This is an optimization exercise on Yosys and OpenROAD, whose aim is small area, a short achievable clock period and few clock cycles per item, not a production implementation. RTL that was checked went through simulation tests only; none was proved equivalent to the original. Power is estimated from default activity; no workload was simulated.

Design lcsa_encoder, start of the top module:
module lcsa_encoder (
    input  wire        clk,
    input  wire        rst,           
    input  wire        start,
    input  wire [31:0] len,           
    input  wire [31:0] spb,           
    input  wire [31:0] bits,          
    output wire        busy,
    output wire        s_valid,
    input  wire        s_ready,
    output wire [12:0] s_index,
    output wire [9:0]  s_trits,       
    output wire [63:0] s_time,
    output wire        s_last,
    output wire        done,
    output wire        done_err,
    output wire [2:0]  done_code,
    output wire [3:0]  done_cause,
    output wire [13:0] done_n,
    output wire [7:0]  done_half
);
Size: roughly 2200 cells after synthesis, roughly 280 flip-flops, about 19000 um2 of cells after synthesis.
clock: 10.0 ns
lec_check: 0
abc_clock_period_in_ps: 3000
cap_margin: 20
core_margin: 2
core_utilization: 40
slew_margin: 20
standard.sh (not shown) runs the stock make flow with config.mk's settings and CLKGATE_MAP_FILE= SYNTH_SCRIPT=/design/flow/synth_recipe.tcl, a recipe that flattens the netlist after the stock synthesis.
==> flow/flow/run.sh <==
#!/bin/bash
set -o pipefail
export SETUP_SLACK_MARGIN=6
bash standard.sh > standard.log 2>&1
Then changed:
--- a/flow/design.v
+++ b/flow/design.v
@@ -96,20 +96,25 @@
                         gg[i] = gg[i] | (pp[i] & gg[j]);
                         pp[i] = pp[i] & pp[j];
                     end
             add55 = p ^ {gg[53:0], cin};
         end
     endfunction
     wire [54:0] qs    = add55({1'b0, aq}, {1'b0, dq}, c_r);
     wire        xo    = qs[54];
+    wire [9:0]  nsx   = ~{1'b0, s_r};
+    wire [9:0]  cs1s  = {2'b0, ar} ^ {2'b0, dr} ^ nsx;
+    wire [9:0]  cs1c  = ({2'b0, ar} & {2'b0, dr}) | (({2'b0, ar} | {2'b0, dr}) & nsx);
+    wire [9:0]  cs2s  = {2'b0, ar} ^ {2'b0, dr} ^ {1'b0, s_r};
+    wire [9:0]  cs2c  = ({2'b0, ar} & {2'b0, dr}) | (({2'b0, ar} | {2'b0, dr}) & {1'b0, s_r});
     wire [8:0]  rn0   = {1'b0, ar} + {1'b0, dr};         
-    wire [9:0]  rn1   = {1'b0, rn0} - {1'b0, s_r};       
+    wire [9:0]  rn1   = cs1s + {cs1c[8:0], 1'b1};        
     wire        rc    = !rn1[9];                         
-    wire [9:0]  rn0s  = {1'b0, rn0} + {1'b0, s_r};       
+    wire [9:0]  rn0s  = cs2s + {cs2c[8:0], 1'b0};        
     wire        x0    = qs[0] ^ rc;
     wire [7:0]  ar_n  = rc ? rn1[7:0] : rn0[7:0];
     wire [7:0]  ar_h  = rc ? (x0 ? rn0[8:1] : rn1[8:1])
                            : (x0 ? rn0s[8:1] : rn0[8:1]);
     wire [9:0]  dr_h  = dq[0] ? ({1'b0, s_r} + {2'd0, dr}) : {2'd0, dr};
     wire [53:0] mrnd  = {1'b0, aq[53:1]} + {53'd0, aq[0] | c_r};
     wire [4:0]  xa_o  = xa + {4'd0, mrnd[53]};
     wire        wrap   = lj_r;
Effect: The new run finished clean; power shrinks slightly; non-clock buffer count grows by 24; sequential cell count is unchanged; core utilization hardly moves; final cell count grows slightly; count of clock-buffer cells in the layout shrinks by 1; via count shrinks slightly; wire length grows slightly; fmax shrinks slightly.
No functional check of the RTL was part of any run of this note.

========
the reference run:
The RTL this note starts from:
==> flow/design.v <==
module lcsa_encoder (
    input  wire        clk,
    input  wire        rst,           
    input  wire        start,
    input  wire [31:0] len,           
    input  wire [31:0] spb,           
    input  wire [31:0] bits,          
    output wire        busy,
    output wire        s_valid,
    input  wire        s_ready,
    output wire [12:0] s_index,
    output wire [9:0]  s_trits,       
    output wire [63:0] s_time,
    output wire        s_last,
    output wire        done,
    output wire        done_err,
    output wire [2:0]  done_code,
    output wire [3:0]  done_cause,
    output wire [13:0] done_n,
    output wire [7:0]  done_half
);
    reg         busy_r, done_r, sv_r, last_r;
    reg         err_r;
    reg         cap_r;               
    reg         sec_r;               
    reg  [13:0] e_r;                 
    reg         tb_r, tnb_r, tf_r, tfnb_r, tman_r, tami_r;    
    reg         th_r, tm_r;          
    reg  [3:0]  tl_r;                
    reg  [51:0] tfrac_r;
    reg  [8:0]  s_r;                 
    reg         s_one;               
    reg  [31:0] bsh;                 
    reg  [8:0]  j_r;                 
    reg         lj_r;                
    reg  [4:0]  i_r;                 
    reg  [4:0]  lrem;                
    reg         pol_r;               
    reg         f_r;                 
    reg         xf_r;
    reg  [6:0]  w_r;                 
    reg  [7:0]  vn_r;                
    reg  [2:0]  xc_r;                
    reg         run_r;               
    reg         prm_r;               
    reg  [5:0]  dcnt;
    reg  [53:0] aq;
    reg         c_r;
    reg  [7:0]  ar;
    reg  [53:0] dq;
    reg  [7:0]  dr;
    reg  [4:0]  xa;                  
    wire accept  = start && !busy_r;
    wire len_le0 = len[31] || (len == 32'd0);
    wire spb_le0 = spb[31] || (spb == 32'd0);
    wire len_big = (len[30:6] != 25'd0) || (len[5] && (len[4:0] != 5'd0));
    wire spb_big = (spb[30:9] != 22'd0) || (spb[8] && (spb[7:0] != 8'd0));
    wire chk_err = len_le0 || spb_le0 || len_big || spb_big;
    wire chk_cap = !len_le0 && !spb_le0;
    wire chk_sec = chk_cap ? !len_big : !len_le0;
    wire [8:0] s_div = {s_r[8:2], s_r[1] | s_one, s_r[0] & !s_one};
    wire [8:0] sm1   = s_r - 9'd1;                
    reg [7:0] r_init;                             
    reg [3:0] p_len;                              
    integer k;
    always @(*) begin
        r_init = 8'd1;
        p_len  = 4'd0;
        for (k = 0; k < 8; k = k + 1)
            if (sm1[k]) begin
                r_init = 8'd1 << k;
                p_len  = k[3:0] + 4'd1;
            end
    end
    function [8:0] dstep;                         
        input [7:0] r;
        input [8:0] s;
        reg   [9:0] d;
        begin
            d     = {1'b0, r, 1'b0} - {1'b0, s};
            dstep = d[9] ? {1'b0, r[6:0], 1'b0} : {1'b1, d[7:0]};
        end
    endfunction
    wire [8:0] st1 = dstep(dr, s_div);
    function [54:0] add55;
        input [54:0] a;
        input [54:0] b;
        input        cin;
        reg   [54:0] g, p, gg, pp;
        integer l, i, j;
        begin
            g  = a & b;
            p  = a ^ b;
            gg = g;
            pp = p;
            gg[0] = g[0] | (p[0] & cin);
            for (l = 0; l < 6; l = l + 1)
                for (i = 0; i < 55; i = i + 1)
                    if ((i >> l) & 1) begin
                        j = ((i >> l) << l) - 1;
                        gg[i] = gg[i] | (pp[i] & gg[j]);
                        pp[i] = pp[i] & pp[j];
                    end
            add55 = p ^ {gg[53:0], cin};
        end
    endfunction
    wire [54:0] qs    = add55({1'b0, aq}, {1'b0, dq}, c_r);
    wire        xo    = xf_r;
    wire [9:0]  nsx   = ~{1'b0, s_r};
    wire [9:0]  cs1s  = {2'b0, ar} ^ {2'b0, dr} ^ nsx;
    wire [9:0]  cs1c  = ({2'b0, ar} & {2'b0, dr}) | (({2'b0, ar} | {2'b0, dr}) & nsx);
    wire [9:0]  cs2s  = {2'b0, ar} ^ {2'b0, dr} ^ {1'b0, s_r};
    wire [9:0]  cs2c  = ({2'b0, ar} & {2'b0, dr}) | (({2'b0, ar} | {2'b0, dr}) & {1'b0, s_r});
    wire [8:0]  rn0   = {1'b0, ar} + {1'b0, dr};         
    wire [9:0]  rn1   = cs1s + {cs1c[8:0], 1'b1};        
    wire        rc    = !rn1[9];                         
    wire [9:0]  rn0s  = cs2s + {cs2c[8:0], 1'b0};        
    wire [7:0]  ar_n  = rc ? rn1[7:0] : rn0[7:0];
    wire [7:0]  ar_h  = !qs[0] ? rn0[8:1] : rc ? rn1[8:1] : rn0s[8:1];
    wire [9:0]  dr_h  = dq[0] ? ({1'b0, s_r} + {2'd0, dr}) : {2'd0, dr};
    wire [52:0] mrnd  = aq[53:1] + {52'd0, aq[0] | c_r};
    wire        wrap   = lj_r;
    wire [8:0]  j_inc  = j_r + 9'd1;
    wire [8:0]  j_n    = wrap ? 9'd0 : j_inc;
    wire [4:0]  i_n    = wrap ? i_r + 5'd1 : i_r;
    wire [31:0] bsh_n  = wrap ? {1'b0, bsh[31:1]} : bsh;
    wire [4:0]  lrem_n = wrap ? lrem - 5'd1 : lrem;
    wire        pol_n  = (wrap && bsh[0]) ? !pol_r : pol_r;
    wire        f_n    = wrap ? (s_r[8:1] != 8'd0) : (f_r && (j_inc[7:0] != s_r[8:1]));
    wire        lj_n   = wrap ? s_one : (j_inc == sm1);
    wire        x0s    = xf_r && !wrap && (i_r == 5'd0);
    wire [6:0]  w_n    = x0s ? {w_r[5:0], vn_r[6]} : w_r;
    wire [2:0]  xc_n   = x0s ? xc_r - 3'd1 : xc_r;
    wire        xf_n   = lj_n ? ((i_n & (i_n + 5'd1)) == 5'd0)
                              : ((i_n == 5'd0) && (xc_n != 3'd0) && (j_n == {2'd0, w_n}));
    wire mv    = sv_r && s_ready;
    wire ld    = run_r && !last_r && (!sv_r || s_ready);
    wire acc   = ld || prm_r;                
    always @(posedge clk) begin
        if (rst) begin
            busy_r <= 1'b0;
            sv_r   <= 1'b0;
            done_r <= 1'b0;
        end else if (!busy_r) begin
            done_r <= accept && chk_err;
            busy_r <= accept && !chk_err;
            sv_r   <= accept && !chk_err;
        end else begin
            done_r <= mv && last_r;
            busy_r <= !(mv && last_r);
            if (ld)
                sv_r <= 1'b1;
            else if (mv)
                sv_r <= 1'b0;
        end
    end
    always @(posedge clk) begin
        if (accept) begin
            err_r <= chk_err;
            cap_r <= chk_cap;
            sec_r <= chk_sec;
        end
    end
    always @(posedge clk) begin
        if (!busy_r) begin
            e_r     <= 14'd0;
            tb_r    <= bits[0];
            tnb_r   <= !bits[0];
            tf_r    <= (spb[8:1] != 8'd0);
            tfnb_r  <= (spb[8:1] != 8'd0) && !bits[0];
            tman_r  <= !(bits[0] ^ (spb[8:1] != 8'd0));
            tami_r  <= 1'b0;
            last_r  <= (len[5:0] == 6'd1) && (spb[8:0] == 9'd1);
            th_r    <= 1'b0;
            tm_r    <= 1'b0;
            tl_r    <= 4'd0;
            tfrac_r <= 52'd0;
            s_r     <= spb[8:0];
            s_one   <= (spb[8:0] == 9'd1);
            bsh     <= bits;
            j_r     <= 9'd0;
            lj_r    <= (spb[8:0] == 9'd1);
            i_r     <= 5'd0;
            lrem    <= len[4:0] - 5'd1;
            pol_r   <= 1'b0;
            f_r     <= (spb[8:1] != 8'd0);
            xf_r    <= 1'b0;
        end else begin
            if (mv)
                e_r <= e_r + 14'd1;
            if (ld) begin
                tb_r    <= bsh[0];
                tnb_r   <= !bsh[0];
                tf_r    <= f_r;
                tfnb_r  <= f_r && !bsh[0];
                tman_r  <= !(bsh[0] ^ f_r);
                tami_r  <= bsh[0] && pol_r;
                last_r  <= lj_r && (lrem == 5'd0);
                th_r    <= xa[4];
                tm_r    <= !xa[4];
                tl_r    <= xa[3:0];
                tfrac_r <= mrnd[51:0];
            end
            if (acc) begin
                bsh     <= bsh_n;
                j_r     <= j_n;
                lj_r    <= lj_n;
                i_r     <= i_n;
                lrem    <= lrem_n;
                pol_r   <= pol_n;
                f_r     <= f_n;
                xf_r    <= xf_n;
            end
        end
    end
    always @(posedge clk) begin
        if (!busy_r) begin
            run_r <= 1'b0;
            prm_r <= 1'b0;
            dcnt  <= 6'd55;
            aq    <= 54'd0;
            c_r   <= 1'b0;
            ar    <= 8'd0;
        end else begin
            prm_r <= 1'b0;
            if (!run_r && !prm_r) begin
                dcnt <= dcnt - 6'd1;
                if (dcnt == 6'd55) begin
                    dr   <= r_init;
                    xa   <= 5'd15 - {1'b0, p_len};
                    vn_r <= sm1[7:0];
                    w_r  <= 7'd1;
                    xc_r <= (p_len == 4'd0) ? 3'd0 : p_len[2:0] - 3'd1;
                end else begin
                    dq <= {dq[52:0], st1[8]};
                    dr <= st1[7:0];
                    if (!vn_r[7])
                        vn_r <= {vn_r[6:0], 1'b0};
                end
                if (dcnt == 6'd1)
                    prm_r <= 1'b1;
            end
            if (prm_r)
                run_r <= 1'b1;
            if (acc) begin
                w_r  <= w_n;
                xc_r <= xc_n;
                if (x0s)
                    vn_r <= {vn_r[7], vn_r[5:0], 1'b0};
                if (xo) begin
                    aq  <= qs[54:1];
                    c_r <= qs[0] && rc;
                    ar  <= ar_h;
                    dq  <= {1'b0, dq[53:1]};
                    dr  <= dr_h[8:1];
                    xa  <= xa + 5'd1;
                end else begin
                    aq  <= qs[53:0];
                    c_r <= rc;
                    ar  <= ar_n;
                end
            end
        end
    end
    assign busy       = busy_r;
    assign s_valid    = sv_r;
    assign s_index    = e_r[12:0];
    assign s_trits    = {tami_r, tb_r, tman_r, 1'b1, tfnb_r, tf_r, tnb_r, 1'b1, 1'b0, tb_r};
    assign s_time     = {1'b0, th_r, {6{tm_r}}, tl_r, tfrac_r};
    assign s_last     = last_r;
    assign done       = done_r;
    assign done_err   = err_r;
    assign done_code  = {cap_r, 1'b0, !cap_r};
    assign done_cause = {1'b0, cap_r, sec_r, !sec_r};
    assign done_n     = e_r;
    assign done_half  = s_r[8:1];
endmodule
export LEC_CHECK = 0
export ABC_CLOCK_PERIOD_IN_PS = 3000
export CAP_MARGIN = 20
export CORE_MARGIN = 2
export CORE_UTILIZATION = 60
export SLEW_MARGIN = 20
create_clock -name core_clock -period 10.0 [get_ports {clk}]
==> flow/flow/run.sh <==
#!/bin/bash
set -o pipefail
export SETUP_SLACK_MARGIN=6
export BUFFER_PORTS_ARGS="-buffer_cell sky130_fd_sc_hd__buf_2"
bash standard.sh > standard.log 2>&1
Testbench counts of the reference run, summed over its fixed seeds: cycles 60,342, samples 57,598.
The inputs of the trial run differ from those of the reference run as listed below.
--- a/flow/design.v
+++ b/flow/design.v
@@ -43,7 +43,7 @@
     reg  [2:0]  xc_r;                
     reg         run_r;               
     reg         prm_r;               
-    reg  [5:0]  dcnt;
+    reg  [4:0]  dcnt;
     reg  [53:0] aq;
     reg         c_r;
     reg  [7:0]  ar;
@@ -82,6 +82,7 @@
         end
     endfunction
     wire [8:0] st1 = dstep(dr, s_div);
+    wire [8:0] st2 = dstep(st1[7:0], s_div);
     function [54:0] add55;
         input [54:0] a;
         input [54:0] b;
@@ -217,27 +218,27 @@
         if (!busy_r) begin
             run_r <= 1'b0;
             prm_r <= 1'b0;
-            dcnt  <= 6'd55;
+            dcnt  <= 5'd28;
             aq    <= 54'd0;
             c_r   <= 1'b0;
             ar    <= 8'd0;
         end else begin
             prm_r <= 1'b0;
             if (!run_r && !prm_r) begin
-                dcnt <= dcnt - 6'd1;
-                if (dcnt == 6'd55) begin
+                dcnt <= dcnt - 5'd1;
+                if (dcnt == 5'd28) begin
                     dr   <= r_init;
                     xa   <= 5'd15 - {1'b0, p_len};
                     vn_r <= sm1[7:0];
                     w_r  <= 7'd1;
                     xc_r <= (p_len == 4'd0) ? 3'd0 : p_len[2:0] - 3'd1;
                 end else begin
-                    dq <= {dq[52:0], st1[8]};
-                    dr <= st1[7:0];
+                    dq <= {dq[51:0], st1[8], st2[8]};
+                    dr <= st2[7:0];
                     if (!vn_r[7])
                         vn_r <= {vn_r[6:0], 1'b0};
                 end
-                if (dcnt == 6'd1)
+                if (dcnt == 5'd1)
                     prm_r <= 1'b1;
             end
             if (prm_r)
Results
Looking at the reports, the trial run completed the entire flow and the layout it produced met the timing, DRC and antenna checks. The reference run did not stop at any stage, and its layout met the timing, DRC and antenna checks. In the trial run, the proportion of cell area occupied by multi-input gates came out 1.0 points above the value in the reference run. Per the comparison of the trial run with the reference run, transition time at the pin with the least slew margin has decreased, portion of total power attributed to sequential cells has remained practically unchanged, global-route wire length before repair has increased. On sequential power, the reference run and the trial run are basically level. Compared with the reference run, total detailed-routing wirelength in the trial run increased by a few percent. In the tables for the reference run and the trial run, detailed-routed wire length on met3 reads lower with the reference run. The final critical-path share of the clock period in the trial run sits 3.5 points above the value recorded for the reference run.
Function not checked in the trial run: the RTL went through the layout flow alone.

==> afterwards: timing with drivers on the ports <==
The results above use ideal ports. As a check the final layouts listed here were re-extracted and re-timed, cells and wires unchanged. Step 1: set_driving_cell puts a clkbuf_16 on clk and a buf_2 on each other input, an assumption about the parent block. Step 2 also shifts input and output timing later by t, the mid clock arrival at the registers, as if the neighbouring blocks saw the same clock. Three values: no drivers, after step 1, after step 2; two values: the first two.
run | t (ns) | slack for setup (ns) | latest minus earliest clock arrival (ns) | cell pins on the clock port's net
the first run of note 1 | 0.591 | 5.856 / 5.856 / 5.431 | 0.020 / 0.020 | 1
the second run of note 1 | 0.589 | 5.839 / 5.839 / 5.532 | 0.022 / 0.021 | 1
the reference run | 0.573 | 6.147 / 6.170 / 5.597 | 0.013 / 0.014 | 1
the trial run | 0.572 | 5.795 / 5.795 / 5.651 | 0.018 / 0.018 | 1
After both steps every run listed still meets setup and hold. For the reference run, which loses most, drivers alone change the setup slack by +0.023 ns; drivers and shift together by -0.550 ns.
